Context: an optimization exercise on an open-source flow, tuned for small area, a short achievable clock period and few clock cycles. The choices shown serve that exercise and are no tape-out recipe. Where RTL was checked, it was by simulation tests only, not by an equivalence proof against the original. For runs 2 to 4, only the layout was checked, not whether the RTL still works. Power figures rest on the tool's default switching activity, not on a simulated workload.

## flow/design.v (module list and top-level ports; edited modules follow where they fit)
// module gefd: 684 lines
// module sq_a: 741 lines
// module sq_d: 753 lines
module gefd (
    input  wire        clk,
    input  wire        rst,
    input  wire        in_valid,
    input  wire [2:0]  in_kind,
    input  wire [3:0]  in_addr,
    input  wire [32:0] in_data,
    output wire        in_ready,
    output reg         tx_valid,
    output wire [7:0]  tx_data,
    output reg         err_valid,
    output reg  [2:0]  err_code,
    output reg  [15:0] err_info,
    output reg         cell_valid,
    output reg  [31:0] cell_data,
    output reg         frame_valid,
    output reg         frame_occ,
    output reg         frame_mot,
    output reg  [31:0] frame_cnt,
    output reg  [15:0] frame_n,
    output reg         trig_valid,
    output reg  [31:0] trig_cnt
);
  // ...
==> flow/flow/run.sh <==
#!/bin/bash
# The standard layout (the standard.sh, all steps unchanged), except that the port
# buffers the placement step inserts are sky130_fd_sc_hd__buf_4 cells instead of the
# default choice. make's full output goes to flow_make.log; each ORFS step keeps its own
# log under orfs/logs/.
set -euo pipefail
export BUFFER_PORTS_ARGS="-buffer_cell sky130_fd_sc_hd__buf_4"
bash standard.sh > flow_make.log 2>&1
==> flow/standard.sh <==
#!/bin/bash
# synth_recipe.tcl (not shown) runs the flow's synth.tcl, then flattens the netlist and writes it again
# the make line also repeats each setting of config.mk as NAME=value (left out here)
make -C /OpenROAD-flow-scripts/flow DESIGN_CONFIG=/design/flow/config.mk WORK_HOME=/design/flow/orfs CLKGATE_MAP_FILE= SYNTH_SCRIPT=/design/flow/synth_recipe.tcl "${@:-finish}"
==> flow/config.mk <==
export PLATFORM = sky130hd
export DESIGN_NAME = gefd
export DESIGN_NICKNAME = gefd
export VERILOG_FILES = /design/flow/design.v
export SDC_FILE = /design/flow/constraint.sdc
export NUM_CORES = 8
export LEC_CHECK = 0
export CAP_MARGIN = 20
export CORE_MARGIN = 2
export CORE_UTILIZATION = 40
export SLEW_MARGIN = 20
==> flow/constraint.sdc <==
create_clock -name core_clock -period 18.0 [get_ports {clk}]
set_input_delay 3.6000 -clock core_clock [delete_from_list [all_inputs] [get_ports {clk}]]
set_output_delay 3.6000 -clock core_clock [all_outputs]
set_load 0.01 [all_outputs]
==> summary.txt, run 1 <==
Place
  • # port buffers: 184

Timing
  • RSZ-0062 raised after global routing: no
  • Final setup viols: 0
  • Setup TNS: 0 ns
  • Fin Hold WS: 0.268 ns
  • Final hold violation count: 0
  • Tcrit/Tclk final: 0.315
  • Fmax achieved: 0.176 GHz

Global routing
  • Vias in the first global route: 116,043
  • GR peak layer: met2
  • Initial antenna violation count: 42

Logic synthesis
  • Synth warn: 1
  • Main combinational cell family by area after synthesis: multiplexers
  • Synth Area in Compound Gates: 0.0609
  • Seq/Total Area, Yosys: 0.684
  • Yosys top cell area share: 0.495
  • Post-synthesis mux area share: 0.0743
  • Synthesized area: 0.216 mm2
  • Xor/xnor share of the synthesized area: 0.0211
  • Synth top cells by count: dfxtp_1 (5,348), edfxtp_1 (1,360), nor2_1 (738)
  • Cell with the most instances after synthesis: dfxtp_1

Final layout
  • Most common cell after layout, fill and taps aside: dfxtp_1
  • Non-filler cells, final: 23,699
  • Fin nets: 16,919
  • Clock network area share: 0.0886

Floorplan
  • Die Height: 739 um
  • Core area: 0.540 mm2

Setup path
  • Required @ worst endpoint: 14.40 ns
  • Setup crit start kind: flop
  • R2r worst-path depth: 17
  • CP arrival: 2.07 ns
  • CP delay by family, top: flip-flops

Clock network
  • Post-CTS resize count: 0
  • Clock sink count: 6,708
  • CTS tree: yes
  • Root Driver: clkbuf_16

Run status
  • Status: complete, no violations

Pwr
  • Maximum VDD drop: 0.105 mV
  • Power Combinational: 517 uW
  • Sw Share: 0.207

Drt
  • DRC Markers: 0
Testbench counts, summed over its fixed seeds: cycles 58,024.
==> module gefd, before the edit <==
module gefd (
    input  wire        clk,
    input  wire        rst,
    input  wire        in_valid,
    input  wire [2:0]  in_kind,
    input  wire [3:0]  in_addr,
    input  wire [32:0] in_data,
    output wire        in_ready,
    output reg         tx_valid,
    output wire [7:0]  tx_data,
    output reg         err_valid,
    output reg  [2:0]  err_code,
    output reg  [15:0] err_info,
    output reg         cell_valid,
    output reg  [31:0] cell_data,
    output reg         frame_valid,
    output reg         frame_occ,
    output reg         frame_mot,
    output reg  [31:0] frame_cnt,
    output reg  [15:0] frame_n,
    output reg         trig_valid,
    output reg  [31:0] trig_cnt
);
    localparam [7:0] MARKER = 8'h2A;
    localparam [2:0] K_RX = 3'd0, K_CFG = 3'd1, K_START = 3'd2, K_STOP = 3'd3, K_LINK = 3'd4;
    localparam [1:0] RS_IDLE = 2'd0, RS_RUN = 2'd1, RS_STOPPED = 2'd2, RS_HALTED = 2'd3;
    localparam [2:0] PH_HUNT = 3'd0, PH_CONFIRM = 3'd1, PH_THERM = 3'd2, PH_ARRAY = 3'd3,
                     PH_CSUM = 3'd4;
    reg        in_rdy;
    assign in_ready = in_rdy;
    reg        e_v;
    reg [2:0]  e_k;
    reg [3:0]  e_a;
    reg [32:0] e_d;
    always @(posedge clk) begin
        e_v <= in_valid & in_rdy & ~rst;
        e_k <= in_kind;
        e_a <= in_addr;
        e_d <= in_data;
    end
    wire [7:0] b = e_d[7:0];
    reg [1:0]  rs;
    reg [2:0]  phase;
    reg [7:0]  scancnt;
    reg [6:0]  fidx;
    reg        confok;
    reg [7:0]  csumacc;
    reg [31:0] pktcnt;
    reg [15:0] scnt;        
    reg        first;       
    reg        prevvalid, occ, mot;
    reg [15:0] cfg_n;
    reg [31:0] cfg_e0, cfg_e1, cfg_e2, cfg_e3;    
    reg [31:0] lim;         
    reg        lim_en;      
    reg        tx_s, tx_t;
    assign tx_data   = {1'b0, 1'b1, 1'b0, 1'b1, tx_s, 1'b0, tx_t, tx_t};
    always @(posedge clk) begin
        frame_occ <= occ;
        frame_mot <= mot;
        frame_n   <= cfg_n;
        trig_cnt  <= pktcnt;
    end
    reg [7:0]   trv;
    reg [255:0] trc;
    reg [2:0]   tph;
    reg [2047:0] srv;
    reg [2047:0] prv;
    reg [5:0]    ph;
    reg [15:0] ab [0:63];
    reg [5:0]  wb, rp;
    reg        pend;
    reg        eb;                  
    reg        p1_rd, p1_ins, p1_ins_first, p1_emit, p1_first, p1_last;
    reg [5:0]  p1c;
    reg [15:0] f_reg;
    reg        s1, s1_first, s1_last, s2, s2_first, s2_last;
    reg signed [37:0] tsum;
    reg [15:0] ya, yd;
    reg        sa, sd;
    reg        any_big;
    reg [75:0] as_, ac_, ds_, dc_;
    reg [75:0] racc;
    reg        mot_en, mot_ex, occ_en, occ_ex;
    reg        cm_done_flag, fin_flag;    
    reg        fv_fin, fv_out;            
    reg        sl_act, sl_d;
    reg [4:0]  sl_t;
    reg [6:0]  sl_g;
    reg        q_act, q_ne;
    reg [3:0]  q_pc;
    reg [2:0]  q_sub;
    reg [1:0]  q_i;
    reg        sm_busy, sm_done, q_small;
    reg [4:0]  sm_cnt;
    reg [36:0] sm_m;
    reg [37:0] sm_pl;
    reg [39:0] sm_ph;
    reg        sm_q;
    reg        cm_act;
    reg [5:0]  cmc;
    reg        ob_pend, ob_act;
    reg [6:0]  oc;
    reg        tg_act, tg_hit;
    reg [2:0]  tgc;
    wire [31:0] sr63 = srv[2047:2016];
    wire [31:0] sr0  = srv[31:0];
    wire [31:0] pr63 = prv[2047:2016];
    wire [31:0] pr0  = prv[31:0];
    wire [31:0] f_ext = {{16{f_reg[15]}}, f_reg};
    wire [31:0] a_new = (p1_first ? 32'd0 : sr63) + f_ext;
    wire [31:0] sr_in = p1_ins ? a_new : sr63;
    wire [31:0] pr_in = cm_act ? sr63 : pr63;
    always @(posedge clk) begin
        srv <= {srv[2015:0], sr_in};
        prv <= {prv[2015:0], pr_in};
    end
    reg         sm_go;      
    reg  [37:0] sm_xr;
    wire        smx_s = sm_xr[37];
    wire [36:0] smx_y = sm_xr[36:0] ^ {37{smx_s}};
    wire [2:0]  sm_dig = {sm_pl[1:0], sm_q};
    reg  [39:0] sm_add;
    always @(*) begin
        case (sm_dig)
        3'b001, 3'b010: sm_add = {3'b000, sm_m};
        3'b011:         sm_add = {2'b00, sm_m, 1'b0};
        3'b100:         sm_add = ~{2'b00, sm_m, 1'b0};
        3'b101, 3'b110: sm_add = ~{3'b000, sm_m};
        default:        sm_add = 40'd0;
        endcase
    end
    wire        sm_neg = sm_dig[2] & ~(sm_dig[1] & sm_dig[0]);
    wire [39:0] sm_sum = sm_ph + sm_add + {39'd0, sm_neg};
    wire [75:0] sm_p   = {sm_ph[37:0], sm_pl};
    always @(posedge clk) begin
        if (sm_go) begin
            sm_m    <= smx_y;
            sm_pl   <= {1'b0, smx_y};
            sm_ph   <= smx_s ? {2'b00, smx_y, 1'b1} : 40'd0;
            sm_q    <= 1'b0;
        end else if (sm_busy) begin
            sm_ph  <= {{2{sm_sum[39]}}, sm_sum[39:2]};
            sm_pl  <= {sm_sum[1:0], sm_pl[37:2]};
            sm_q   <= sm_pl[1];
        end
    end
    always @(posedge clk) begin
        if (rst) begin
            sm_busy <= 1'b0;
            sm_done <= 1'b0;
            sm_cnt  <= 5'd0;
        end else begin
            sm_done <= 1'b0;
            if (sm_go) begin
                sm_busy <= 1'b1;
                sm_cnt  <= 5'd0;
            end else if (sm_busy) begin
                sm_cnt <= sm_cnt + 5'd1;
                if (sm_cnt == 5'd18) begin
                    sm_busy <= 1'b0;
                    sm_done <= 1'b1;
                end
            end
        end
    end
    reg         a_clr, d_clr, wb_a, wb_d;    
    wire [75:0] a_ns, a_nc, d_ns, d_nc;
    sq_a u_sqa (.y(ya), .s(sa), .ps(a_clr ? 76'd0 : as_), .pc(a_clr ? 76'd0 : ac_),
                .ns(a_ns), .nc(a_nc));
    sq_d u_sqd (.y(yd), .s(sd), .ps(d_clr ? 76'd0 : ds_), .pc(d_clr ? 76'd0 : dc_),
                .ns(d_ns), .nc(d_nc));
    reg         w_sela, w_cin;
    reg  [1:0]  w_x3;       
    reg  [1:0]  w_r;        
    reg  [1:0]  q_w;        
    reg  [1:0]  w2_r;       
    reg         w2_wba, w2_wbd;
    reg  [75:0] w_s, w_c;   
    reg  [75:0] w_x3v;
    always @(*) begin
        case (w_x3)
        2'd1:    w_x3v = racc;
        2'd2:    w_x3v = sm_p;
        2'd3:    w_x3v = {sm_p[69:0], 6'd0};
        default: w_x3v = 76'd0;
        endcase
    end
    wire [75:0] w_x1 = w_sela ? as_ : ds_;
    wire [75:0] w_x2 = w_sela ? ac_ : dc_;
    wire [75:0] w_fs = w_x1 ^ w_x2 ^ w_x3v;
    wire [75:0] w_fc = (w_x1 & w_x2) | (w_x1 & w_x3v) | (w_x2 & w_x3v);
    always @(posedge clk) begin
        w_s <= w_fs;
        w_c <= {w_fc[74:0], w_cin};
    end
    wire [75:0] w_out = w_s + w_c;
    always @(posedge clk) begin
        as_ <= w2_wba ? w_out : a_ns;
        ac_ <= w2_wba ? 76'd0 : a_nc;
        ds_ <= w2_wbd ? w_out : d_ns;
        dc_ <= w2_wbd ? 76'd0 : d_nc;
        if (w2_r == 2'd1) racc <= w_out;
        else if (w2_r == 2'd2) racc <= ~w_out;
    end
    reg [15:0] ne_e;
    always @(*) begin
        case (q_i)
        2'd0: ne_e = cfg_e0[15:0];
        2'd1: ne_e = cfg_e1[15:0];
        2'd2: ne_e = cfg_e2[15:0];
        default: ne_e = cfg_e3[15:0];
        endcase
    end
    wire [16:0] ne_sum = {1'b0, cfg_n} + {1'b0, ne_e};
    wire [16:0] ne_dif = {1'b0, cfg_n} - {1'b0, ne_e};
    reg        q_sq, q_unita;
    reg [37:0] q_x;
    always @(*) begin
        q_sq = 1'b0; q_unita = 1'b0; q_x = 38'd0;
        if (q_ne) begin
            case (q_pc[1:0])
            2'd0: begin q_sq = 1'b1; q_x = {{21{ne_dif[16]}}, ne_dif}; end
            2'd2: begin q_sq = 1'b1; q_x = {21'd0, ne_sum}; end
            default: ;
            endcase
        end else begin
            case (q_pc)
            4'd1:  begin q_sq = 1'b1; q_x = {6'd0, cfg_e2}; end
            4'd3:  begin q_sq = 1'b1; q_x = {6'd0, cfg_e3}; end
            4'd6:  begin q_sq = 1'b1; q_x = tsum; end
            4'd8:  begin q_sq = 1'b1; q_unita = 1'b1; q_x = {6'd0, cfg_e0}; end
            4'd10: begin q_sq = 1'b1; q_unita = 1'b1; q_x = {6'd0, cfg_e1}; end
            default: ;
            endcase
        end
    end
    wire [32:0] tap_d = {sr63[31], sr63} - {pr63[31], pr63};
    reg         c_aclr, c_dclr, c_wba, c_wbd, c_sela, c_cin;
    reg  [1:0]  c_x3, c_r;
    always @(*) begin
        c_aclr = 1'b0; c_dclr = 1'b0; c_wba = 1'b0; c_wbd = 1'b0;
        c_sela = 1'b0; c_cin = 1'b0; c_x3 = 2'd0; c_r = 2'd0;
        if (s1_first) begin c_aclr = 1'b1; c_dclr = 1'b1; end
        if (s2_last && any_big) begin c_aclr = 1'b1; c_dclr = 1'b1; end
        if (sl_act && sm_done) begin
            c_sela = ~sl_d; c_x3 = sl_d ? 2'd2 : 2'd3;
            c_wba = ~sl_d; c_wbd = sl_d;
        end
        if (q_act) begin
            if (q_sq) begin
                case (q_sub)
                3'd1: begin c_aclr = q_unita; c_dclr = ~q_unita; end
                3'd3: if (sm_done) begin
                    c_sela = q_unita; c_x3 = q_unita ? 2'd3 : 2'd2;
                    c_wba = q_unita; c_wbd = ~q_unita;
                end
                default: ;
                endcase
            end else if (q_w == 2'd0) begin
                if (q_ne) begin
                    case (q_pc[1:0])
                    2'd1: begin c_sela = 1'b0; c_r = 2'd2; end
                    default: begin c_sela = 1'b0; c_x3 = 2'd1; c_cin = 1'b1; end
                    endcase
                end else begin
                    case (q_pc)
                    4'd0:  begin c_sela = 1'b0; c_r = 2'd2; end
                    4'd2:  begin c_sela = 1'b0; c_x3 = 2'd1; c_cin = 1'b1; end
                    4'd4:  begin c_sela = 1'b0; c_x3 = 2'd1; end
                    4'd5:  begin c_sela = 1'b1; c_r = 2'd2; end
                    4'd7:  begin c_sela = 1'b0; c_x3 = 2'd1; c_r = 2'd1; end
                    4'd9:  begin c_sela = 1'b1; c_x3 = 2'd1; c_cin = 1'b1; end
                    4'd11: begin c_sela = 1'b1; c_x3 = 2'd1; end
                    default: ;
                    endcase
                end
            end
        end
    end
    always @(posedge clk) begin
        if (rst) begin
            a_clr <= 1'b0; d_clr <= 1'b0; wb_a <= 1'b0; wb_d <= 1'b0;
            w_sela <= 1'b0; w_cin <= 1'b0; w_x3 <= 2'd0; w_r <= 2'd0;
            w2_r <= 2'd0; w2_wba <= 1'b0; w2_wbd <= 1'b0;
        end else begin
            a_clr <= c_aclr; d_clr <= c_dclr; wb_a <= c_wba; wb_d <= c_wbd;
            w_sela <= c_sela; w_cin <= c_cin; w_x3 <= c_x3; w_r <= c_r;
            w2_r <= w_r; w2_wba <= wb_a; w2_wbd <= wb_d;
        end
    end
    wire ev_rx  = e_v && e_k == K_RX && rs == RS_RUN;
    wire legal  = (cfg_n != 16'd0) && (cfg_e1[15:0] <= cfg_e0[15:0]) &&
                  (cfg_e3[15:0] <= cfg_e2[15:0]);
    wire [5:0] wa = wb + fidx[6:1];
    wire [5:0] rstart = ph + 6'd2 + wb;
    wire [2:0] tw = e_a[2:0] + tph + 3'd1;    
    wire tr_wr = e_v && e_k == K_CFG && rs == RS_IDLE && e_a[3];
    wire csum_ok = ev_rx && phase == PH_CSUM && b == csumacc && pktcnt != 32'hFFFF_FFFF;
    wire p1_go = (csum_ok || pend) && !eb;
    wire emit_now = (scnt == 16'd1);
    wire        s1a_s = sr0[31];
    wire [31:0] s1a_y = sr0 ^ {32{s1a_s}};
    wire [32:0] s1_d  = {sr0[31], sr0} - {pr0[31], pr0};
    wire        s1d_s = s1_d[32];
    wire [32:0] s1d_y = s1_d ^ {33{s1d_s}};
    wire        s1_big = (s1a_y[31:16] != 16'd0) || (prevvalid && s1d_y[32:16] != 17'd0);
    integer k;
    wire q_sq_load = q_act && q_sq && q_sub == 3'd0;
    wire q_sq_sub1 = q_act && q_sq && q_sub == 3'd1;
    wire smx_small = (smx_y[36:16] == 21'd0);
    always @(posedge clk) begin
        ya <= 16'd0; sa <= 1'b0;
        yd <= 16'd0; sd <= 1'b0;
        if (s1) begin
            ya   <= s1a_y[15:0]; sa <= s1a_s;
            yd   <= s1d_y[15:0]; sd <= s1d_s;
            tsum <= (s1_first ? 38'sd0 : tsum) + {{6{sr0[31]}}, sr0};
        end
        if (q_sq_load)
            sm_xr <= q_x;
        if (q_sq_sub1) begin
            if (smx_small) begin
                if (q_unita) begin ya <= smx_y[15:0]; sa <= smx_s; end
                else         begin yd <= smx_y[15:0]; sd <= smx_s; end
            end
            q_small <= smx_small;
        end
        if (sl_act && sl_t == 5'd0)
            sm_xr <= sl_d ? {{5{tap_d[32]}}, tap_d} : {{6{sr63[31]}}, sr63};
        if (q_act && !q_sq && q_w == 2'd2 && !q_ne && q_pc == 4'd12)
            frame_cnt <= pktcnt;
        if (ob_act) begin
            case (oc[2:0])
            3'd0: cell_data <= srv[32*1  +: 32];
            3'd1: cell_data <= srv[32*3  +: 32];
            3'd2: cell_data <= srv[32*5  +: 32];
            3'd3: cell_data <= srv[32*7  +: 32];
            3'd4: cell_data <= srv[32*9  +: 32];
            3'd5: cell_data <= srv[32*11 +: 32];
            3'd6: cell_data <= srv[32*13 +: 32];
            default: cell_data <= srv[32*15 +: 32];
            endcase
        end
    end
    always @(posedge clk) begin
        if (ev_rx && phase == PH_ARRAY) begin
            if (fidx[0]) ab[wa][15:8] <= b;
            else         ab[wa][7:0]  <= b;
        end
        f_reg <= ab[rp];
    end
    always @(posedge clk) begin
        for (k = 0; k < 8; k = k + 1) begin
            if (tr_wr && tw == k)
                trc[32*k +: 32] <= e_d[31:0];
            else
                trc[32*k +: 32] <= trc[32*((k + 7) % 8) +: 32];
        end
    end
    task iter_end;
        begin
            phase   <= PH_HUNT;
            fidx    <= 7'd0;
            scancnt <= 8'd0;
            confok  <= 1'b0;
            if (lim_en) begin
                lim <= lim - 32'd1;
                if (lim == 32'd1) begin
                    tx_valid <= 1'b1;
                    tx_s     <= 1'b1;
                    tx_t     <= 1'b0;
                    rs       <= RS_STOPPED;
                end
            end
        end
    endtask
    task raise_err(input [2:0] code, input [15:0] info);
        begin
            err_valid <= 1'b1;
            err_code  <= code;
            err_info  <= info;
        end
    endtask
    always @(posedge clk) begin
        if (rst) begin
            in_rdy <= 1'b1;
            rs <= RS_IDLE; phase <= PH_HUNT; scancnt <= 8'd0; fidx <= 7'd0;
            confok <= 1'b0; csumacc <= 8'd0; pktcnt <= 32'd0;
            scnt <= 16'd1; first <= 1'b1;
            prevvalid <= 1'b0; occ <= 1'b0; mot <= 1'b0;
            cfg_n <= 16'd1; cfg_e0 <= 32'd30; cfg_e1 <= 32'd25; cfg_e2 <= 32'd20; cfg_e3 <= 32'd13;
            lim <= 32'd0; lim_en <= 1'b0;
            tx_valid <= 1'b0; tx_s <= 1'b0; tx_t <= 1'b1;
            err_valid <= 1'b0; err_code <= 3'd0; err_info <= 16'd0;
            cell_valid <= 1'b0;
            frame_valid <= 1'b0;
            trig_valid <= 1'b0;
            trv <= 8'd0; tph <= 3'd0; ph <= 6'd0; wb <= 6'd0; rp <= 6'd0;
            pend <= 1'b0; eb <= 1'b0;
            p1_rd <= 1'b0; p1_ins <= 1'b0; p1_ins_first <= 1'b0; p1_emit <= 1'b0; p1_first <= 1'b0;
            p1c <= 6'd0; p1_last <= 1'b0;
            s1 <= 1'b0; s1_first <= 1'b0; s1_last <= 1'b0;
            s2 <= 1'b0; s2_first <= 1'b0; s2_last <= 1'b0;
            any_big <= 1'b0;
            mot_en <= 1'b0; mot_ex <= 1'b0; occ_en <= 1'b0; occ_ex <= 1'b0;
            cm_done_flag <= 1'b0; fin_flag <= 1'b0; fv_fin <= 1'b0; fv_out <= 1'b0;
            sl_act <= 1'b0; sm_go <= 1'b0; sl_d <= 1'b0; sl_t <= 5'd0; sl_g <= 7'd0;
            q_act <= 1'b0; q_ne <= 1'b0; q_pc <= 4'd0; q_sub <= 3'd0; q_i <= 2'd0; q_w <= 2'd0;
            cm_act <= 1'b0; cmc <= 6'd0; ob_pend <= 1'b0; ob_act <= 1'b0; oc <= 7'd0;
            tg_act <= 1'b0; tg_hit <= 1'b0; tgc <= 3'd0;
        end else begin
            tx_valid    <= 1'b0;
            err_valid   <= 1'b0;
            cell_valid  <= 1'b0;
            frame_valid <= 1'b0;
            trig_valid  <= 1'b0;
            ph  <= ph + 6'd1;
            tph <= tph + 3'd1;
            rp  <= rp + 6'd1;
            p1c <= p1c + 6'd1;
            for (k = 0; k < 8; k = k + 1) begin
                if (tr_wr && tw == k) trv[k] <= e_d[32];
                else                  trv[k] <= trv[(k + 7) % 8];
            end
            if (e_v) begin
                case (e_k)
                K_RX: if (rs == RS_RUN) begin
                    case (phase)
                    PH_HUNT: begin
                        if (scancnt == 8'd133) begin
                            raise_err(3'd1, 16'd0);
                            iter_end;
                        end else begin
                            scancnt <= scancnt + 8'd1;
                            if (b == MARKER) begin
                                phase <= PH_CONFIRM;
                                fidx  <= 7'd0;
                            end
                        end
                    end
                    PH_CONFIRM: begin
                        if (fidx == 7'd0) begin
                            if (scancnt == 8'd133) begin
                                raise_err(3'd1, 16'd0);
                                iter_end;
                            end else begin
                                scancnt <= scancnt + 8'd1;
                                confok  <= (b == MARKER);
                                fidx    <= 7'd1;
                            end
                        end else begin
                            scancnt <= scancnt + 8'd1;
                            if (confok && b == MARKER) begin
                                phase   <= PH_THERM;
                                fidx    <= 7'd0;
                                csumacc <= 8'd0;
                            end else begin
                                raise_err(3'd1, 16'd1);
                                iter_end;
                            end
                        end
                    end
                    PH_THERM: begin
                        csumacc <= csumacc + b;
                        if (fidx == 7'd0) fidx <= 7'd1;
                        else begin
                            phase <= PH_ARRAY;
                            fidx  <= 7'd0;
                        end
                    end
                    PH_ARRAY: begin
                        csumacc <= csumacc + b;
                        if (fidx == 7'd127) begin
                            phase <= PH_CSUM;
                            fidx  <= 7'd0;
                        end else
                            fidx <= fidx + 7'd1;
                    end
                    default: begin
                        if (b == csumacc) begin
                            if (pktcnt == 32'hFFFF_FFFF) begin
                                raise_err(3'd5, 16'd0);
                                tx_valid <= 1'b1; tx_s <= 1'b1; tx_t <= 1'b0;
                                rs <= RS_HALTED;
                            end else begin
                                if (eb) begin
                                    pend   <= 1'b1;
                                    in_rdy <= 1'b0;
                                end
                                iter_end;
                            end
                        end else begin
                            raise_err(3'd2, {b, csumacc});
                            iter_end;
                        end
                    end
                    endcase
                end
                K_CFG: if (rs == RS_IDLE) begin
                    case (e_a)
                    4'd0: begin cfg_n <= e_d[15:0]; scnt <= e_d[15:0]; end
                    4'd1: cfg_e0 <= {16'd0, e_d[15:0]};
                    4'd2: cfg_e1 <= {16'd0, e_d[15:0]};
                    4'd3: cfg_e2 <= {16'd0, e_d[15:0]};
                    4'd4: cfg_e3 <= {16'd0, e_d[15:0]};
                    4'd5: begin lim <= e_d[31:0]; lim_en <= (e_d[31:0] != 32'd0); end
                    default: ;
                    endcase
                end
                K_START: if (rs == RS_IDLE) begin
                    if (legal) begin
                        tx_valid <= 1'b1; tx_s <= 1'b0; tx_t <= 1'b1;
                        rs <= RS_RUN;
                        q_act <= 1'b1; q_ne <= 1'b1; q_pc <= 4'd0; q_sub <= 3'd0; q_i <= 2'd0; q_w <= 2'd0;
                    end else
                        raise_err(3'd4, 16'd0);
                end
                K_STOP: if (rs == RS_RUN) begin
                    tx_valid <= 1'b1; tx_s <= 1'b1; tx_t <= 1'b0;
                    rs <= RS_STOPPED;
                end
                K_LINK: if (rs == RS_RUN) begin
                    raise_err(3'd3, {15'd0, e_d[0]});
                    if (e_d[0]) begin
                        tx_valid <= 1'b1; tx_s <= 1'b1; tx_t <= 1'b0;
                    end
                    rs <= RS_HALTED;
                end
                default: ;
                endcase
            end
            if (p1_go) begin
                pend   <= 1'b0;
                in_rdy <= 1'b1;
                pktcnt <= pktcnt + 32'd1;
                if (emit_now) begin
                    scnt  <= cfg_n;
                    first <= 1'b1;
                    eb    <= 1'b1;
                    cm_done_flag <= 1'b0;
                    fin_flag     <= 1'b0;
                end else begin
                    scnt  <= scnt - 16'd1;
                    first <= 1'b0;
                end
                p1_rd    <= 1'b1;
                p1c      <= 6'd0;
                p1_emit  <= emit_now;
                p1_first <= first;
                rp       <= rstart;
                wb       <= rstart;
                tg_act   <= 1'b1;
                tg_hit   <= 1'b0;
                tgc      <= 3'd0;
            end
            if (tg_act) begin
                tgc <= tgc + 3'd1;
                if (trv[7] && trc[255:224] == pktcnt) tg_hit <= 1'b1;
                if (tgc == 3'd7) begin
                    tg_act <= 1'b0;
                    trig_valid <= tg_hit || (trv[7] && trc[255:224] == pktcnt);
                end
            end
            if (p1_rd && p1c == 6'd63) p1_rd <= 1'b0;
            p1_ins       <= p1_rd;
            p1_ins_first <= p1_rd && p1c == 6'd0;
            p1_last      <= p1_rd && p1c == 6'd63;
            s1       <= p1_ins && p1_emit;
            s1_first <= p1_ins && p1_emit && p1_ins_first;
            s1_last  <= p1_ins && p1_emit && p1_last;
            s2       <= s1;
            s2_first <= s1_first;
            s2_last  <= s1_last;
            if (s1) any_big <= (s1_first ? 1'b0 : any_big) | s1_big;
            if (s2_last) begin
                if (any_big) begin
                    sl_act <= 1'b1; sl_d <= 1'b0;
                    sl_t <= 5'd31; sl_g <= 7'd0;
                end else begin
                    cm_act <= 1'b1; cmc <= 6'd0;
                    q_act <= 1'b1; q_ne <= 1'b0; q_pc <= 4'd0; q_sub <= 3'd0; q_w <= 2'd0;
                end
            end
            sm_go <= 1'b0;
            if (sl_act) begin
                sl_t <= (sl_t == 5'd24) ? 5'd0 : sl_t + 5'd1;
                if (sl_t == 5'd0 && sl_g != 7'd64) begin
                    sl_g  <= sl_g + 7'd1;
                    sm_go <= 1'b1;
                end
                if (sl_t == 5'd24 && sl_g == 7'd64) begin
                    if (!sl_d && prevvalid) begin
                        sl_d <= 1'b1; sl_g <= 7'd0; sl_t <= 5'd0;
                    end else begin
                        sl_act <= 1'b0;
                        cm_act <= 1'b1; cmc <= 6'd0;
                        q_act <= 1'b1; q_ne <= 1'b0; q_pc <= 4'd0; q_sub <= 3'd0; q_w <= 2'd0;
                    end
                end
            end
            if (q_act) begin
                if (q_sq) begin
                    case (q_sub)
                    3'd0: q_sub <= 3'd1;
                    3'd1: q_sub <= 3'd2;
                    3'd2: begin
                        if (q_small) begin
                            q_sub <= 3'd0; q_pc <= q_pc + 4'd1;
                        end else begin
                            sm_go <= 1'b1;
                            q_sub <= 3'd3;
                        end
                    end
                    3'd3: if (sm_done) q_sub <= 3'd4;
                    3'd4: q_sub <= 3'd5;
                    default: begin q_sub <= 3'd0; q_pc <= q_pc + 4'd1; end
                    endcase
                end else if (q_w != 2'd2) begin
                    q_w <= q_w + 2'd1;
                end else if (q_ne) begin
                    q_w  <= 2'd0;
                    q_pc <= q_pc + 4'd1;
                    if (q_pc[1:0] == 2'd3) begin
                        case (q_i)
                        2'd0: cfg_e0 <= w_out[33:2];
                        2'd1: cfg_e1 <= w_out[33:2];
                        2'd2: cfg_e2 <= w_out[33:2];
                        default: cfg_e3 <= w_out[33:2];
                        endcase
                        q_i  <= q_i + 2'd1;
                        q_pc <= 4'd0;
                        if (q_i == 2'd3) q_act <= 1'b0;
                    end
                end else begin
                    q_w  <= 2'd0;
                    q_pc <= q_pc + 4'd1;
                    case (q_pc)
                    4'd2:  mot_en <= w_out[75];
                    4'd4:  mot_ex <= ~w_out[75];
                    4'd9:  occ_en <= w_out[75];
                    4'd11: occ_ex <= ~w_out[75];
                    4'd12: begin
                        q_act <= 1'b0;
                        occ <= occ_en ? 1'b1 : (occ_ex ? 1'b0 : occ);
                        if (prevvalid)
                            mot <= mot_en ? ((occ_en | (!occ_ex & occ)) ? 1'b1 : mot)
                                          : (mot_ex ? 1'b0 : mot);
                        prevvalid <= 1'b1;
                        fin_flag  <= 1'b1;
                        fv_fin    <= 1'b1;
                    end
                    default: ;
                    endcase
                end
            end
            if (cm_act) begin
                cmc <= cmc + 6'd1;
                cm_done_flag <= 1'b1;
                if (cmc == 6'd63) cm_act <= 1'b0;
            end
            if (eb && cm_done_flag && fin_flag) eb <= 1'b0;
            if (p1_ins && p1_ins_first && p1_emit) ob_pend <= 1'b1;
            if ((ob_pend || (p1_ins && p1_ins_first && p1_emit)) && ph == 6'd0) begin
                ob_act  <= 1'b1;
                ob_pend <= 1'b0;
                oc      <= 7'd0;
            end
            if (ob_act) begin
                oc <= oc + 7'd1;
                if (oc >= 7'd8) cell_valid <= 1'b1;
                if (oc == 7'd71) begin
                    ob_act <= 1'b0;
                    fv_out <= 1'b1;
                end
            end
            if (fv_fin && fv_out) begin
                frame_valid <= 1'b1;
                fv_fin      <= 1'b0;
                fv_out      <= 1'b0;
            end
        end
    end
endmodule
==> run 2, diff against run 1 <==
--- a/flow/design.v
+++ b/flow/design.v
@@ -55,4 +55,4 @@
     reg        lim_en;      
-    reg        tx_s, tx_t;
-    assign tx_data   = {1'b0, 1'b1, 1'b0, 1'b1, tx_s, 1'b0, tx_t, tx_t};
+    reg        tx_s, tx_t0, tx_t1;    
+    assign tx_data   = {1'b0, 1'b1, 1'b0, 1'b1, tx_s, 1'b0, tx_t1, tx_t0};
     always @(posedge clk) begin
@@ -69,4 +69,5 @@
     reg [5:0]    ph;
-    reg [15:0] ab [0:63];
-    reg [5:0]  wb, rp;
+    reg [1023:0] abv;       
+    reg [5:0]    wb;
+    reg [63:0]   rp_oh;     
     reg        pend;
@@ -98,3 +99,2 @@
     reg [39:0] sm_ph;
-    reg        sm_q;
     reg        cm_act;
@@ -121,3 +121,3 @@
     wire [36:0] smx_y = sm_xr[36:0] ^ {37{smx_s}};
-    wire [2:0]  sm_dig = {sm_pl[1:0], sm_q};
+    reg  [2:0]  sm_dig;     
     reg  [39:0] sm_add;
@@ -140,3 +140,3 @@
             sm_ph   <= smx_s ? {2'b00, smx_y, 1'b1} : 40'd0;
-            sm_q    <= 1'b0;
+            sm_dig  <= {smx_y[1:0], 1'b0};
         end else if (sm_busy) begin
@@ -144,3 +144,3 @@
             sm_pl  <= {sm_sum[1:0], sm_pl[37:2]};
-            sm_q   <= sm_pl[1];
+            sm_dig <= {sm_pl[3:2], sm_pl[1]};
         end
@@ -214,4 +214,7 @@
     end
-    wire [16:0] ne_sum = {1'b0, cfg_n} + {1'b0, ne_e};
-    wire [16:0] ne_dif = {1'b0, cfg_n} - {1'b0, ne_e};
+    reg  [16:0] ne_sum, ne_dif;    
+    always @(posedge clk) begin
+        ne_sum <= {1'b0, cfg_n} + {1'b0, ne_e};
+        ne_dif <= {1'b0, cfg_n} - {1'b0, ne_e};
+    end
     reg        q_sq, q_unita;
@@ -221,5 +224,5 @@
         if (q_ne) begin
-            case (q_pc[1:0])
-            2'd0: begin q_sq = 1'b1; q_x = {{21{ne_dif[16]}}, ne_dif}; end
-            2'd2: begin q_sq = 1'b1; q_x = {21'd0, ne_sum}; end
+            case (q_pc)
+            4'd1: begin q_sq = 1'b1; q_x = {{21{ne_dif[16]}}, ne_dif}; end
+            4'd3: begin q_sq = 1'b1; q_x = {21'd0, ne_sum}; end
             default: ;
@@ -261,5 +264,6 @@
                 if (q_ne) begin
-                    case (q_pc[1:0])
-                    2'd1: begin c_sela = 1'b0; c_r = 2'd2; end
-                    default: begin c_sela = 1'b0; c_x3 = 2'd1; c_cin = 1'b1; end
+                    case (q_pc)
+                    4'd2: begin c_sela = 1'b0; c_r = 2'd2; end
+                    4'd4: begin c_sela = 1'b0; c_x3 = 2'd1; c_cin = 1'b1; end
+                    default: ;
                     endcase
@@ -345,8 +349,18 @@
     end
+    reg [15:0] f_rd;
+    integer kr, kw;
+    always @(*) begin
+        f_rd = 16'd0;
+        for (kr = 0; kr < 64; kr = kr + 1)
+            f_rd = f_rd | (abv[16*kr +: 16] & {16{rp_oh[kr]}});
+    end
     always @(posedge clk) begin
         if (ev_rx && phase == PH_ARRAY) begin
-            if (fidx[0]) ab[wa][15:8] <= b;
-            else         ab[wa][7:0]  <= b;
+            for (kw = 0; kw < 64; kw = kw + 1)
+                if (wa == kw) begin
+                    if (fidx[0]) abv[16*kw+8 +: 8] <= b;
+                    else         abv[16*kw   +: 8] <= b;
+                end
         end
-        f_reg <= ab[rp];
+        f_reg <= f_rd;
     end
@@ -371,3 +385,3 @@
                     tx_s     <= 1'b1;
-                    tx_t     <= 1'b0;
+                    tx_t0    <= 1'b0; tx_t1 <= 1'b0;
                     rs       <= RS_STOPPED;
@@ -393,3 +407,3 @@
             lim <= 32'd0; lim_en <= 1'b0;
-            tx_valid <= 1'b0; tx_s <= 1'b0; tx_t <= 1'b1;
+            tx_valid <= 1'b0; tx_s <= 1'b0; tx_t0 <= 1'b1; tx_t1 <= 1'b0;
             err_valid <= 1'b0; err_code <= 3'd0; err_info <= 16'd0;
@@ -398,3 +412,3 @@
             trig_valid <= 1'b0;
-            trv <= 8'd0; tph <= 3'd0; ph <= 6'd0; wb <= 6'd0; rp <= 6'd0;
+            trv <= 8'd0; tph <= 3'd0; ph <= 6'd0; wb <= 6'd0; rp_oh <= 64'd1;
             pend <= 1'b0; eb <= 1'b0;
@@ -419,3 +433,3 @@
             tph <= tph + 3'd1;
-            rp  <= rp + 6'd1;
+            rp_oh <= {rp_oh[62:0], rp_oh[63]};
             p1c <= p1c + 6'd1;
@@ -483,3 +497,3 @@
                                 raise_err(3'd5, 16'd0);
-                                tx_valid <= 1'b1; tx_s <= 1'b1; tx_t <= 1'b0;
+                                tx_valid <= 1'b1; tx_s <= 1'b1; tx_t0 <= 1'b0; tx_t1 <= 1'b0;
                                 rs <= RS_HALTED;
@@ -512,3 +526,3 @@
                     if (legal) begin
-                        tx_valid <= 1'b1; tx_s <= 1'b0; tx_t <= 1'b1;
+                        tx_valid <= 1'b1; tx_s <= 1'b0; tx_t0 <= 1'b1; tx_t1 <= 1'b1;
                         rs <= RS_RUN;
@@ -519,3 +533,3 @@
                 K_STOP: if (rs == RS_RUN) begin
-                    tx_valid <= 1'b1; tx_s <= 1'b1; tx_t <= 1'b0;
+                    tx_valid <= 1'b1; tx_s <= 1'b1; tx_t0 <= 1'b0; tx_t1 <= 1'b0;
                     rs <= RS_STOPPED;
@@ -525,3 +539,3 @@
                     if (e_d[0]) begin
-                        tx_valid <= 1'b1; tx_s <= 1'b1; tx_t <= 1'b0;
+                        tx_valid <= 1'b1; tx_s <= 1'b1; tx_t0 <= 1'b0; tx_t1 <= 1'b0;
                     end
@@ -550,3 +564,3 @@
                 p1_first <= first;
-                rp       <= rstart;
+                rp_oh    <= 64'd1 << rstart;
                 wb       <= rstart;
@@ -623,3 +637,3 @@
                     q_pc <= q_pc + 4'd1;
-                    if (q_pc[1:0] == 2'd3) begin
+                    if (q_pc == 4'd4) begin
                         case (q_i)
==> run 2 against run 1 <==
Compared with the run above: utilization is 0.38 points higher; synthesized area is 0.13% lower; still clean on timing, DRC and antenna; highest routed layer unchanged; setup slack worse by 0.024 ns; largest cell class unchanged; via count is 5.4% higher; largest power group unchanged.
==> summary.txt, run 2 <==
Run status
  • Status: complete, no violations

Global routing
  • Largest net degree at the start of global routing: 189
  • Tot GR Track Use: 0.195
  • Initial antenna violation count: 48 (+14%)
  • Vias in the first global route: 119,930 (+3.3%)
  • Gr ovfl total: 0
  • First-pass GRT wire length: 801,000 um

Logic synthesis
  • Yosys top cell by area: dfxtp_1
  • Mapped Cells: 16,041
  • EDFF count, synth: 1,362
  • Synthesized area: 0.216 mm2 (-0.13%)
  • Synth warn: 1 (unchanged)
  • Ys flop type: dfxtp_1
  • Area contributors post-synth: dfxtp_1 (50%), edfxtp_1 (19%), fa_1 (3.5%), mux2_2 (3.3%), ha_1 (3.2%)
  • Synth Area per Inst: 13.5 um2
  • Post-synthesis async set-or-reset flop share: 0
  • Yosys top cell area share: 0.504 (+0.00919)
  • Synth top cells by count: dfxtp_1 (5,440), edfxtp_1 (1,362), nor2_1 (742)
  • Cell with the most instances after synthesis: dfxtp_1
  • Synth Register Bits: 6,802
  • Seq/Total Area, Yosys: 0.694 (+0.00972)
  • Count of cell types in the netlist: 112

Place
  • RePlAce Congestion: 0.934
  • Hpwl dp: 362,000 um
  • Post-place setup slack: 12.03 ns
  • Placed cell area: 0.226 mm2
  • # port buffers: 184 (unchanged)

Timing
  • Max Slew Vio Count: 0
  • Slew headroom: 0.157
  • Final hold violation count: 0 (unchanged)
  • Worst setup margin: 12.30 ns
  • Tcrit/Tclk final: 0.317 (+0.00135)
  • Worst Skew: 0.118 ns
  • Fmax achieved: 0.175 GHz (-0.43%)
  • Actual slew at the worst max-slew pin: 1.26 ns
  • Setup TNS: 0 ns (unchanged)
  • Fin Hold WS: 0.243 ns (-0.0257 ns)
  • Final setup viols: 0 (unchanged)
  • RSZ-0062 raised after global routing: no
  • Final Critical Period: 5.70 ns

Drt
  • TritonRoute pass-1 iters: 9
  • Drt total wl: 548,000 um
  • Post-route ant nets: 0
  • Via/cell ratio: 5.11
  • Starting DRT DRC Count: 12,697
  • Vias: 123,673
  • Routed wire per std cell: 22.6 um
  • DRC Markers: 0 (unchanged)

Clock network
  • Worst skew pair latency: 1.13 ns
  • CTS tree: yes
  • Post-CTS resize count: 0 (unchanged)
  • Hold buffers post-CTS: 0
  • Clock sink count: 6,802 (+1.4%)
  • Clk slew on worst S/H paths: 0.06 ns
  • Root Driver: clkbuf_16
  • Num CTS Buffers: 654
  • Post-CTS setup-driven buffer insertion count: 0
  • CTS Buffer Depth: 4
  • H-tree Lvls: 6

Final layout
  • Top Registers: prv: 2048 flops, srv: 2048 flops, abv: 1024 flops
  • Post-Layout Inst Area: 0.249 mm2
  • Most common cell after layout, fill and taps aside: dfxtp_1
  • Area Growth Syn to Fin: 15.2%
  • Final-layout fill cell count: 47,601
  • Multi-input logic area: 0.0611 mm2
  • Fin nets: 17,418 (+2.9%)
  • Share of cells above drive strength 1: 0.137
  • Most frequent cells in the layout: dfxtp_1 (5,387), edfxtp_1 (1,362), nor2_1 (698)
  • Register area: 0.150 mm2

Setup path
  • Crit Path Class: flop to flop
  • CP arrival: 6.52 ns (+4.45 ns)
  • Setup crit start kind: flop
  • Worst Path Max Fanout: 44
  • Required @ worst endpoint: 18.82 ns (+4.42 ns)
  • CP Capture Type: flop

Pwr
  • Maximum VDD drop: 0.0999 mV (-4.8%)
  • Pleak: 98.8 nW
  • Tot Pwr: 29.9 mW
  • Cell Pwr Density: 120 mW/mm2

Floorplan
  • Core area: 0.537 mm2 (-0.43%)
  • I/O pin total: 190
  • Die Height: 739 um (about the same)
  • Initial Util: 0.402
  • Die Span X: 739 um
  • DIE AREA: 0.546 mm2
  • Floorplan row count: 269

Min path
  • Hold Path Class: flop to flop

Flow run
  • Max Cap Viol: 0
[run 2: report_power, final]
group / total [mW] / switching [mW] / internal [mW] / leakage (nW)
sequential: 15.6 / 0.0585 / 15.6 / 56.5
combinational: 0.307 / 0.191 / 0.116 / 31.3
clock: 13.9 / 5.89 / 8.06 / 11.0
[run 2: cell type report]
type	count	area share
antenna	34	0.000342
clock buffer	930	0.0767
clock inverter	270	0.0137
inverter	693	0.0105
multi-input combinational	7838	0.246
sequential	6802	0.603
tap	7181	0.0361
timing repair buffer	457	0.0140
[run 2: worst max-delay path: stages, from the launching register on]
cell and delay, ns:
edfxtp_1 0.32, buf_4 0.53, nand2_1 0.76, nor2_1 0.27, a221o_1 0.18, ha_1 0.23, a21o_1 0.18, a21o_1 0.19
a21oi_1 0.21, a21oi_1 0.18, a21boi_2 0.31, o221ai_1 0.37, a2111oi_0 0.71, o41a_1 0.37, o21ai_0 0.17, and3_1 0.24
a211oi_1 0.22
[run 2: per-layer routing]
layer | part of all wire | vias to the layer above | global-route usage | routed length, um
met2 | 0.43 | 5041 | 0.298 | 238000
li1 | - | 56620 | - | -
met3 | 0.086 | 1056 | 0.0391 | 47400
met4 | 0.042 | 6 | 0.0743 | 23000
met5 | 0.000058 | - | 0 | 32
met1 | 0.44 | 60950 | 0.272 | 239000
[run 2: final timing paths]
path	start	end	slack [ns]	cells past startpoint
min	prv[962]$_DFF_P_	prv[994]$_DFF_P_	0.24	0
min reg2reg	prv[962]$_DFF_P_	prv[994]$_DFF_P_	0.24	0
max reg2reg	sm_dig[2]$_DFFE_PP_	sm_ph[38]$_SDFFCE_PP0P_	12.30	16
max	sm_dig[2]$_DFFE_PP_	sm_ph[38]$_SDFFCE_PP0P_	12.30	16
[run 2: kinds of logic (layout without fill, tap and decap cells)]
logic type | count (synthesis) | in the layout | synth area share
AO/OA/AOI/OAI | 2560 | 2560 | 0.0832
adder cells (fa/ha/maj) | 929 | 929 | 0.0669
XOR/XNOR | 520 | 520 | 0.0211
multiplexers | 759 | 759 | 0.0389
buffers and inverters | 1404 | 2350 | 0.0249
AND/OR/NAND/NOR | 3065 | 3065 | 0.0713
flip-flops | 6802 | 6802 | 0.694
other | 2 | 39 | 0.0000348
[run 2: metrics by stage]
step                instances  utilization
floorplan               16044            -
global placement        22967        0.421
detailed placement      22970        0.421
CTS                     24170        0.463
global route            24195        0.463
finish                  24205        0.463
==> run 3, diff against run 2 <==
--- a/flow/config.mk
+++ b/flow/config.mk
@@ -10,2 +10,5 @@
 export CORE_UTILIZATION = 40
+export CTS_BUF_LIST = sky130_fd_sc_hd__clkbuf_16
+export CTS_CLUSTER_DIAMETER = 120
+export CTS_CLUSTER_SIZE = 27
 export SLEW_MARGIN = 20
==> run 3 against run 2 <==
Compared with the run above: hold slack better by 0.034 ns; sequential share of layout area up 3.6 points; critical path depth stayed put; total power fell by 21%; first-iteration DRC count grew 1.8%; critical path type unchanged; critical endpoint unchanged.
==> summary.txt, run 3 <==
Clock network
  • Post-CTS resize count: 0 (unchanged)
  • Root Driver: clkbuf_16
  • Clock sink count: 6,802 (unchanged)
  • CTS Buffer Depth: 4 (unchanged)
  • H-tree Lvls: 5 (-1)
  • CTS tree: yes
  • Hold buffers post-CTS: 0 (unchanged)
  • Clk slew on worst S/H paths: 0.11 ns (+0.05 ns)
  • Post-CTS setup-driven buffer insertion count: 0 (unchanged)
  • Num CTS Buffers: 294 (-55%)
  • Worst skew pair latency: 1.03 ns (-0.10 ns)

Final layout
  • Area Growth Syn to Fin: 8.64%
  • Share of cells above drive strength 1: 0.101 (-0.0370)
  • Non-filler cells, final: 23,417 (-3.3%)
  • Top Registers: prv: 2048 flops, srv: 2048 flops, abv: 1024 flops
  • Most frequent cells in the layout: dfxtp_1 (5,387), edfxtp_1 (1,362), inv_1 (765)
  • Fin nets: 17,058 (-2.1%)
  • Post-Layout Inst Area: 0.235 mm2 (-5.7%)
  • Most common cell after layout, fill and taps aside: dfxtp_1

Timing
  • Slew headroom: 0.154 (-0.00345)
  • Final Critical Period: 5.66 ns (-0.0411 ns)
  • Fmax achieved: 0.177 GHz (+0.72%)
  • Final setup viols: 0 (unchanged)
  • Actual slew at the worst max-slew pin: 1.27 ns (+0.00517 ns)
  • RSZ-0062 raised after global routing: no
  • Tcrit/Tclk final: 0.314 (-0.00228)
  • Worst setup margin: 12.34 ns (+0.0411 ns)
  • Final hold violation count: 0 (unchanged)
  • Setup TNS: 0 ns (unchanged)
  • Max Slew Vio Count: 0 (unchanged)
  • Worst Skew: 0.0969 ns (-0.0208 ns)

Logic synthesis
  • Post-synthesis async set-or-reset flop share: 0 (unchanged)
  • EDFF count, synth: 1,362 (unchanged)
  • Mapped Cells: 16,041 (unchanged)
  • Synth top cells by count: dfxtp_1 (5,440), edfxtp_1 (1,362), nor2_1 (742)
  • Seq/Total Area, Yosys: 0.694 (unchanged)
  • Yosys top cell by area: dfxtp_1
  • Area contributors post-synth: dfxtp_1 (50%), edfxtp_1 (19%), fa_1 (3.5%), mux2_2 (3.3%), ha_1 (3.2%)
  • Count of cell types in the netlist: 112 (unchanged)
  • Cell with the most instances after synthesis: dfxtp_1
  • Synth Area per Inst: 13.5 um2 (unchanged)
  • Ys flop type: dfxtp_1
  • Synth Register Bits: 6,802 (unchanged)
  • Yosys top cell area share: 0.504 (unchanged)
  • Synthesized area: 0.216 mm2 (unchanged)
  • Synth warn: 1 (unchanged)

Floorplan
  • Die Height: 739 um (unchanged)
  • Die Span X: 739 um (unchanged)
  • Initial Util: 0.402 (unchanged)
  • Floorplan row count: 269 (unchanged)
  • I/O pin total: 190 (unchanged)
  • Core area: 0.537 mm2 (unchanged)
  • DIE AREA: 0.546 mm2 (unchanged)

Global routing
  • Tot GR Track Use: 0.190 (-0.00432)
  • Gr ovfl total: 0 (unchanged)
  • Largest net degree at the start of global routing: 189 (unchanged)
  • Vias in the first global route: 115,205 (-3.9%)
  • Initial antenna violation count: 54 (+13%)
  • First-pass GRT wire length: 781,000 um (-2.5%)

Setup path
  • Setup crit start kind: flop
  • Crit Path Class: flop to flop
  • R2r worst-path depth: 16 (unchanged)
  • Worst Path Max Fanout: 44 (unchanged)
  • CP Capture Type: flop
  • CP arrival: 6.43 ns (-0.09 ns)
  • Required @ worst endpoint: 18.77 ns (-0.05 ns)

Drt
  • TritonRoute pass-1 iters: 8 (-1)
  • Routed wire per std cell: 23.0 um (+1.4%)
  • Post-route ant nets: 0 (unchanged)
  • Starting DRT DRC Count: 12,924 (+1.8%)
  • DRC Markers: 0 (unchanged)
  • Drt total wl: 538,000 um (-1.9%)
  • Vias: 120,565 (-2.5%)
  • Via/cell ratio: 5.15 (+0.77%)

Min path
  • Hold Path Class: flop to flop
  • Hold path cells: 0 (unchanged)

Place
  • Placed cell count: 22,970 (unchanged)
  • Post-place setup slack: 12.03 ns (unchanged)
  • RePlAce Congestion: 0.934 (unchanged)
  • Hpwl dp: 362,000 um (unchanged)
  • # port buffers: 184 (unchanged)
  • Placed cell area: 0.226 mm2 (unchanged)

Pwr
  • Tot Pwr: 23.6 mW (-21%)
  • Maximum VDD drop: 0.0779 mV (-22%)
  • Cell Pwr Density: 101 mW/mm2 (-16%)
  • Pleak: 92.1 nW (-6.7%)

Run status
  • Status: complete, no violations

Flow run
  • Max Cap Viol: 0 (unchanged)
run 3: cell counts after synthesis:
Identical to the previous run, type by type.
run 3: worst max-delay path, cell delays in order (launching register included):
cell and delay (ns):
edfxtp_1 0.34, buf_4 0.53, nand2_1 0.78, nor2_1 0.27, a221o_1 0.18, ha_1 0.23, a21o_1 0.18, a21o_1 0.20
a21oi_1 0.21, a21oi_1 0.18, a21boi_2 0.31, o221ai_1 0.37, a2111oi_0 0.70, o41a_1 0.37, o21ai_0 0.17, and3_1 0.24
a211oi_1 0.21
run 3: final cells by class:
type	instances	area (um2)
inverters	693	2600
flip-flops and latches	6802	150000
diodes	32	80.1
clock inverters	115	930
well taps	7181	8980
clock buffers	299	7480
repair buffers	457	3470
fillers	48924	303000
multi-input cells	7838	61100
run 3: per-layer routing:
layer,vias up,share of wire,track usage
met2,4399,0.43,0.292
met4,14,0.040,0.0684
met5,-,0.00019,0
li1,55455,-,-
met1,59838,0.44,0.269
met3,859,0.085,0.0358
run 3: logic make-up after synthesis:
kind of cell | after synthesis | synth area share
other | 2 | 0.0000348
adders and majority gates | 929 | 0.0669
and+or+nand+nor | 3065 | 0.0713
DFF | 6802 | 0.694
AOI/OAI and AO/OA | 2560 | 0.0832
buffers and inverters | 1404 | 0.0249
xor gates and xnor gates | 520 | 0.0211
muxes | 759 | 0.0389
run 3: path summary, 6_finish.rpt:
check | from | endpoint | slack (ns)
min reg2reg | prv[962]$_DFF_P_ | prv[994]$_DFF_P_ | 0.28
max | sm_dig[2]$_DFFE_PP_ | sm_ph[38]$_SDFFCE_PP0P_ | 12.34
min | prv[962]$_DFF_P_ | prv[994]$_DFF_P_ | 0.28
max reg2reg | sm_dig[2]$_DFFE_PP_ | sm_ph[38]$_SDFFCE_PP0P_ | 12.34
run 3: power by group:
group	internal [mW]	switching, mW	total [mW]
clock network	3.11	4.59	7.70
registers	15.6	0.0582	15.6
logic	0.116	0.190	0.306
run 3: metrics by stage:
stage | utilization | hold WS, ns
after global placement | 0.421 | 0.310
final | 0.437 | 0.276
after detailed placement | 0.421 | 0.312
after global routing | 0.437 | 0.292
after CTS | 0.437 | 0.289
after floorplan | - | 0.310
==> run 4, diff against run 3 <==
--- a/flow/config.mk
+++ b/flow/config.mk
@@ -11,4 +11,4 @@
 export CTS_BUF_LIST = sky130_fd_sc_hd__clkbuf_16
-export CTS_CLUSTER_DIAMETER = 120
-export CTS_CLUSTER_SIZE = 27
+export CTS_CLUSTER_DIAMETER = 100
+export CTS_CLUSTER_SIZE = 24
 export SLEW_MARGIN = 20
==> run 4 against run 3 <==
Compared with the run above: largest power group unchanged; largest cell class unchanged; fmax decreased by 0.32%; non-clock buffer count increased by 1; still clean; via count increased by 0.31%; critical endpoint unchanged.
==> summary.txt, run 4 <==
Run status
  • Status: complete, no violations

Floorplan
  • Core area: 0.537 mm2 (unchanged)
  • I/O pin total: 190 (unchanged)
  • Die Height: 739 um (unchanged)
  • Floorplan row count: 269 (unchanged)
  • Die Span X: 739 um (unchanged)
  • Initial Util: 0.402 (unchanged)
  • DIE AREA: 0.546 mm2 (unchanged)

Logic synthesis
  • Seq/Total Area, Yosys: 0.694 (unchanged)
  • Synth top cells by count: dfxtp_1 (5,440), edfxtp_1 (1,362), nor2_1 (742)
  • Mapped Cells: 16,041 (unchanged)
  • Post-synthesis async set-or-reset flop share: 0 (unchanged)
  • EDFF count, synth: 1,362 (unchanged)
  • Synthesized area: 0.216 mm2 (unchanged)
  • Yosys top cell area share: 0.504 (unchanged)
  • Count of cell types in the netlist: 112 (unchanged)
  • Synth Register Bits: 6,802 (unchanged)
  • Cell with the most instances after synthesis: dfxtp_1
  • Synth Area per Inst: 13.5 um2 (unchanged)
  • Area contributors post-synth: dfxtp_1 (50%), edfxtp_1 (19%), fa_1 (3.5%), mux2_2 (3.3%), ha_1 (3.2%)
  • Ys flop type: dfxtp_1
  • Synth warn: 1 (unchanged)
  • Yosys top cell by area: dfxtp_1

Timing
  • Max Slew Vio Count: 0 (unchanged)
  • Tcrit/Tclk final: 0.315 (+0.000994)
  • Fmax achieved: 0.176 GHz (-0.32%)
  • Actual slew at the worst max-slew pin: 1.25 ns (-0.0208 ns)
  • Fin Hold WS: 0.291 ns (+0.0153 ns)
  • Final Critical Period: 5.68 ns (+0.0179 ns)
  • Worst setup margin: 12.32 ns (-0.0179 ns)
  • Final setup viols: 0 (unchanged)
  • Slew headroom: 0.165 (+0.0108)
  • Setup TNS: 0 ns (unchanged)
  • Worst Skew: 0.130 ns (+0.0335 ns)
  • RSZ-0062 raised after global routing: no
  • Final hold violation count: 0 (unchanged)

Pwr
  • Maximum VDD drop: 0.0878 mV (+13%)
  • Power share of the sequential group: 0.648 (-0.013)
  • Tot Pwr: 24.1 mW (+2.1%)
  • Int Power: 19.1 mW (+1.9%)
  • Clock power share: 0.340 (+0.014)
  • Cell Pwr Density: 102 mW/mm2 (+1.6%)
  • NetSw: 4.97 mW (+2.6%)
  • Sw Share: 0.206 (+0.00115)
  • Logic pwr share: 0.013 (about the same)
  • Pleak: 92.6 nW (+0.56%)

Global routing
  • Gr ovfl total: 0 (unchanged)
  • First-pass GRT wire length: 783,000 um (+0.32%)
  • Largest net degree at the start of global routing: 189 (unchanged)
  • Tot GR Track Use: 0.191 (+0.000578)
  • Vias in the first global route: 115,782 (+0.50%)
  • Initial antenna violation count: 56 (+3.7%)

Clock network
  • Clk slew on worst S/H paths: 0.10 ns (about the same)
  • CTS tree: yes
  • Worst skew pair latency: 1.05 ns (+0.02 ns)
  • Post-CTS setup-driven buffer insertion count: 0 (unchanged)
  • Root Driver: clkbuf_16
  • Hold buffers post-CTS: 0 (unchanged)
  • CTS Buffer Depth: 4 (unchanged)
  • Clock sink count: 6,802 (unchanged)
  • Num CTS Buffers: 331 (+13%)
  • Post-CTS resize count: 0 (unchanged)
  • H-tree Lvls: 5 (unchanged)

Drt
  • DRC Markers: 0 (unchanged)
  • Post-route ant nets: 0 (unchanged)
  • Vias: 120,943 (+0.31%)
  • TritonRoute pass-1 iters: 7 (-1)
  • Routed wire per std cell: 23.0 um (about the same)
  • Drt total wl: 539,000 um (+0.25%)
  • Starting DRT DRC Count: 12,787 (-1.1%)
  • Via/cell ratio: 5.15 (about the same)

Final layout
  • Final Core Density: 0.439 (+0.00205)
  • Fin nets: 17,096 (+0.22%)
  • Top Registers: prv: 2048 flops, srv: 2048 flops, abv: 1024 flops
  • Most common cell after layout, fill and taps aside: dfxtp_1
  • Post-Layout Inst Area: 0.236 mm2 (+0.47%)
  • Area Growth Syn to Fin: 9.14%
  • Non-filler cells, final: 23,477 (+0.26%)
  • Most frequent cells in the layout: dfxtp_1 (5,387), edfxtp_1 (1,362), inv_1 (764)
  • Share of cells above drive strength 1: 0.103 (+0.00282)

Place
  • RePlAce Congestion: 0.934 (unchanged)
  • # port buffers: 184 (unchanged)
  • Post-place setup slack: 12.03 ns (unchanged)
  • Placed cell area: 0.226 mm2 (unchanged)
  • Placed cell count: 22,970 (unchanged)
  • Hpwl dp: 362,000 um (unchanged)

Flow run
  • Max Cap Viol: 0 (unchanged)

Min path
  • Hold Path Class: flop to flop

Setup path
  • Crit Path Class: flop to flop
  • Required @ worst endpoint: 18.76 ns (about the same)
  • Worst Path Max Fanout: 44 (unchanged)
  • CP Capture Type: flop
  • Setup crit start kind: flop
  • CP arrival: 6.43 ns (about the same)
run 4: cell counts after synthesis:
Identical to the previous run, type by type.
run 4: routing by layer:
metal | global-route usage | vias to the layer above | wire (um)
met5 | 0 | - | 103
met4 | 0.0684 | 18 | 22500
met3 | 0.0365 | 951 | 45000
met2 | 0.293 | 4629 | 233000
met1 | 0.269 | 59822 | 239000
li1 | - | 55523 | -
run 4: layout make-up:
| class | count | area, um2 |
|---|---|---|
| clock buffers | 336 | 8410 |
| repair buffers | 458 | 3480 |
| well taps | 7181 | 8980 |
| inverters | 693 | 2600 |
| clock inverters | 128 | 1070 |
| diodes | 41 | 103 |
| multi-input cells | 7838 | 61100 |
| fillers | 48808 | 301000 |
| flip-flops and latches | 6802 | 150000 |
run 4: power groups by stage:
stage                     clock, mW  combinational, mW  sequential, mW
after floorplan                   0              0.199            16.0
after global placement            0              0.298            16.0
after CTS                      8.44              0.303            15.6
after detailed placement          0              0.301            16.0
after global routing           8.96              0.334            15.6
final                          8.19              0.307            15.6
run 4: critical path: stages, from the launching register on:
cell	delay, ns
edfxtp_1	0.33
buf_4	0.53
nand2_1	0.76
nor2_1	0.26
a221o_1	0.18
ha_1	0.23
a21o_1	0.18
a21o_1	0.19
a21oi_1	0.20
a21oi_1	0.18
a21boi_2	0.31
o221ai_1	0.36
a2111oi_0	0.70
o41a_1	0.37
o21ai_0	0.17
and3_1	0.24
a211oi_1	0.22
run 4: path summary, 6_finish.rpt:
check	slack [ns]	endpoint	start	cells past startpoint
setup / recovery	12.32	sm_ph[38]$_SDFFCE_PP0P_	sm_dig[2]$_DFFE_PP_	16
hold reg to reg	0.29	prv[341]$_DFF_P_	prv[309]$_DFF_P_	0
hold / removal	0.29	prv[341]$_DFF_P_	prv[309]$_DFF_P_	0
setup reg to reg	12.32	sm_ph[38]$_SDFFCE_PP0P_	sm_dig[2]$_DFFE_PP_	16
run 4: cells by family (layout without fill, tap and decap cells):
family	count (synthesis)	count (layout)	synth area share
multiplexers	759	759	0.0389
adder cells (fa/ha/maj)	929	929	0.0669
AO/OA/AOI/OAI	2560	2560	0.0832
XOR/XNOR	520	520	0.0211
buffers and inverters	1404	1615	0.0249
other	2	46	0.0000348
AND/OR/NAND/NOR	3065	3065	0.0713
flip-flops	6802	6802	0.694
==> run 5, diff against run 4 <==
--- a/flow/design.v
+++ b/flow/design.v
@@ -121,15 +121,14 @@
     wire [36:0] smx_y = sm_xr[36:0] ^ {37{smx_s}};
-    reg  [2:0]  sm_dig;     
-    reg  [39:0] sm_add;
-    always @(*) begin
-        case (sm_dig)
-        3'b001, 3'b010: sm_add = {3'b000, sm_m};
-        3'b011:         sm_add = {2'b00, sm_m, 1'b0};
-        3'b100:         sm_add = ~{2'b00, sm_m, 1'b0};
-        3'b101, 3'b110: sm_add = ~{3'b000, sm_m};
-        default:        sm_add = 40'd0;
+    function [40:0] booth_add(input [2:0] dg, input [36:0] m);
+        case (dg)
+        3'b001, 3'b010: booth_add = {1'b0, 3'b000, m};
+        3'b011:         booth_add = {1'b0, 2'b00, m, 1'b0};
+        3'b100:         booth_add = {1'b1, ~{2'b00, m, 1'b0}};
+        3'b101, 3'b110: booth_add = {1'b1, ~{3'b000, m}};
+        default:        booth_add = 41'd0;
         endcase
-    end
-    wire        sm_neg = sm_dig[2] & ~(sm_dig[1] & sm_dig[0]);
-    wire [39:0] sm_sum = sm_ph + sm_add + {39'd0, sm_neg};
+    endfunction
+    reg  [39:0] sm_ad;      
+    reg         sm_ng;      
+    wire [39:0] sm_sum = sm_ph + sm_ad + {39'd0, sm_ng};
     wire [75:0] sm_p   = {sm_ph[37:0], sm_pl};
@@ -140,3 +139,3 @@
             sm_ph   <= smx_s ? {2'b00, smx_y, 1'b1} : 40'd0;
-            sm_dig  <= {smx_y[1:0], 1'b0};
+            {sm_ng, sm_ad} <= booth_add({smx_y[1:0], 1'b0}, smx_y);
         end else if (sm_busy) begin
@@ -144,3 +143,3 @@
             sm_pl  <= {sm_sum[1:0], sm_pl[37:2]};
-            sm_dig <= {sm_pl[3:2], sm_pl[1]};
+            {sm_ng, sm_ad} <= booth_add({sm_pl[3:2], sm_pl[1]}, sm_m);
         end
==> run 5 against run 4 <==
Compared with the run above: critical path type is now input port to flop; total power up 0.47%; largest cell class unchanged; largest power group unchanged; first-iteration DRC count up 0.66%; setup slack better by 0.17 ns; non-clock buffer count up 6.
==> summary.txt, run 5 <==
Drt
  • TritonRoute pass-1 iters: 8 (+1)
  • DRC Markers: 0 (unchanged)
  • Post-route ant nets: 0 (unchanged)
  • Routed wire per std cell: 23.4 um (+2.1%)
  • Drt total wl: 553,000 um (+2.6%)
  • Starting DRT DRC Count: 12,872 (+0.66%)
  • Via/cell ratio: 5.13 (-0.33%)

Min path
  • Hold Path Class: flop to flop

Final layout
  • Final-layout fill cell count: 48,892 (+0.17%)
  • Most common cell after layout, fill and taps aside: dfxtp_1
  • Register area: 0.151 mm2 (+0.73%)
  • Fin nets: 17,202 (+0.62%)

Logic synthesis
  • Synth Area in Compound Gates: 0.0810 (-0.00219)
  • Synth warn: 1 (unchanged)
  • Seq/Total Area, Yosys: 0.694 (about the same)
  • Yosys top cell by area: dfxtp_1
  • Ys flop type: dfxtp_1
  • Cell with the most instances after synthesis: dfxtp_1
  • Synthesized area: 0.217 mm2 (+0.67%)
  • Count of cell types in the netlist: 94 (-16%)
  • Mapped Cells: 16,136 (+0.59%)

Timing
  • Fmax achieved: 0.182 GHz (+3.1%)
  • Max Slew Vio Count: 0 (unchanged)
  • Worst Skew: 0.119 ns (-0.0119 ns)
  • Final hold violation count: 0 (unchanged)
  • Tcrit/Tclk final: 0.306 (-0.00944)

Global routing
  • Vias in the first global route: 116,526 (+0.64%)
  • Initial antenna violation count: 28 (-50%)
  • Tot GR Track Use: 0.195 (+0.00437)
  • First-pass GRT wire length: 798,000 um (+1.9%)

Setup path
  • Worst R2R Start: w_s[0]$_DFF_P_
  • CP arrival: 6.39 ns (-0.04 ns)
  • Crit path largest cell delay: 0.69 ns (-0.07 ns)
  • Crit Path Class: input port to flop
  • CP most frequent cell: buf_4
  • Worst setup path startpoint: rst
  • Setup crit start kind: input port

Clock network
  • Post-CTS resize count: 0 (unchanged)
  • Post-CTS setup-driven buffer insertion count: 0 (unchanged)
  • H-tree Lvls: 5 (unchanged)

Pwr
  • Maximum VDD drop: 0.109 mV (+24%)
  • Clock power share: 0.337 (-0.003)
  • Logic pwr share: 0.013 (about the same)
  • Pleak: 93.0 nW (+0.37%)

Place
  • RePlAce Congestion: 0.937 (+0.37%)

Floorplan
  • Die Span X: 741 um (+0.33%)
  • Core area: 0.541 mm2 (+0.69%)

Run status
  • Status: complete, no violations

Flow run
  • Max Cap Viol: 0 (unchanged)
==> run 5: cell types whose count changed in the layout (fill, tap and decap cells not counted), sizes merged, moves of 31 or more <==
| cell | before | now |
|---|---|---|
| nor2 | 743 | 778 |
| a211oi | 108 | 157 |
| edfxtp | 1362 | 1399 |
| a31oi | 58 | 89 |
| mux2i | 121 | 169 |
| a22oi | 126 | 92 |
| a22o | 393 | 347 |
| o21ai | 438 | 377 |
| xnor2 | 322 | 353 |
| xor2 | 198 | 167 |
==> run 5: final cells by class <==
class                   instances  share of cell area
clock buffers                 334              0.0352
repair buffers                464              0.0148
flip-flops and latches       6838               0.637
diodes                         20            0.000211
well taps                    7208              0.0380
inverters                     695              0.0110
multi-input cells            7896               0.259
clock inverters               140             0.00444
==> run 5: critical path: cells and delay by family <==
kind | cells | cell delay (ns)
and+or+nand+nor | 1 | 0.06
AOI/OAI and AO/OA | 1 | 0.31
buffers and inverters | 4 | 2.08
==> run 5: cells by family (layout without fill, tap and decap cells) <==
family	Yosys count	after routing
AND/OR/NAND/NOR	3103	3103
XOR/XNOR	520	520
multiplexers	811	811
flip-flops	6838	6838
buffers and inverters	1405	1633
adder cells (fa/ha/maj)	933	933
AO/OA/AOI/OAI	2524	2524
other	2	25
==> run 5: layer usage <==
layer / GRT usage / share of wire / vias up
li1: - / - / 55891
met1: 0.260 / 0.42 / 59396
met2: 0.301 / 0.44 / 4759
met3: 0.0474 / 0.092 / 1085
met4: 0.0893 / 0.053 / 14
met5: 0 / 0.00018 / -
==> run 5: path summary, 6_finish.rpt <==
| path | to | slack, ns | cells after the start |
|---|---|---|---|
| worst max-delay path | rp_oh[34]$_SDFF_PP0_ | 12.49 | 6 |
| worst min-delay path | prv[1991]$_DFF_P_ | 0.25 | 0 |
| worst min register to register | prv[1991]$_DFF_P_ | 0.25 | 0 |
| worst max register to register | ds_[72]$_DFF_P_ | 12.76 | 14 |
==> run 5: per-stage QoR <==
step,cells,util,worst slack [ns],hold WS [ns],instance area [um2]
finish,23595,0.438,12.49,0.247,237000
CTS,23566,0.438,12.58,0.246,237000
global route,23576,0.438,12.37,0.248,237000
floorplan,16139,-,12.61,0.310,217000
global placement,23089,0.421,11.57,0.309,228000
detailed placement,23092,0.421,11.58,0.312,228000
==> run 5: power by group through the flow <==
stage | sequential, mW | combinational [mW] | clock, mW
after floorplan | 16.1 | 0.198 | 0
after global placement | 16.1 | 0.316 | 0
after detailed placement | 16.1 | 0.321 | 0
after CTS | 15.7 | 0.323 | 8.42
after global routing | 15.7 | 0.353 | 8.93
final | 15.7 | 0.324 | 8.18
Testbench counts of run 5, summed over its fixed seeds: cycles 58,024.

Setup slack of run 5, layout unchanged: 12.494 ns with ideal ports, 12.363 ns with driving cells assumed (clock clkbuf_16, inputs buf_2), 11.231 ns with port delays also shifted by the 1.132 ns mid clock arrival.
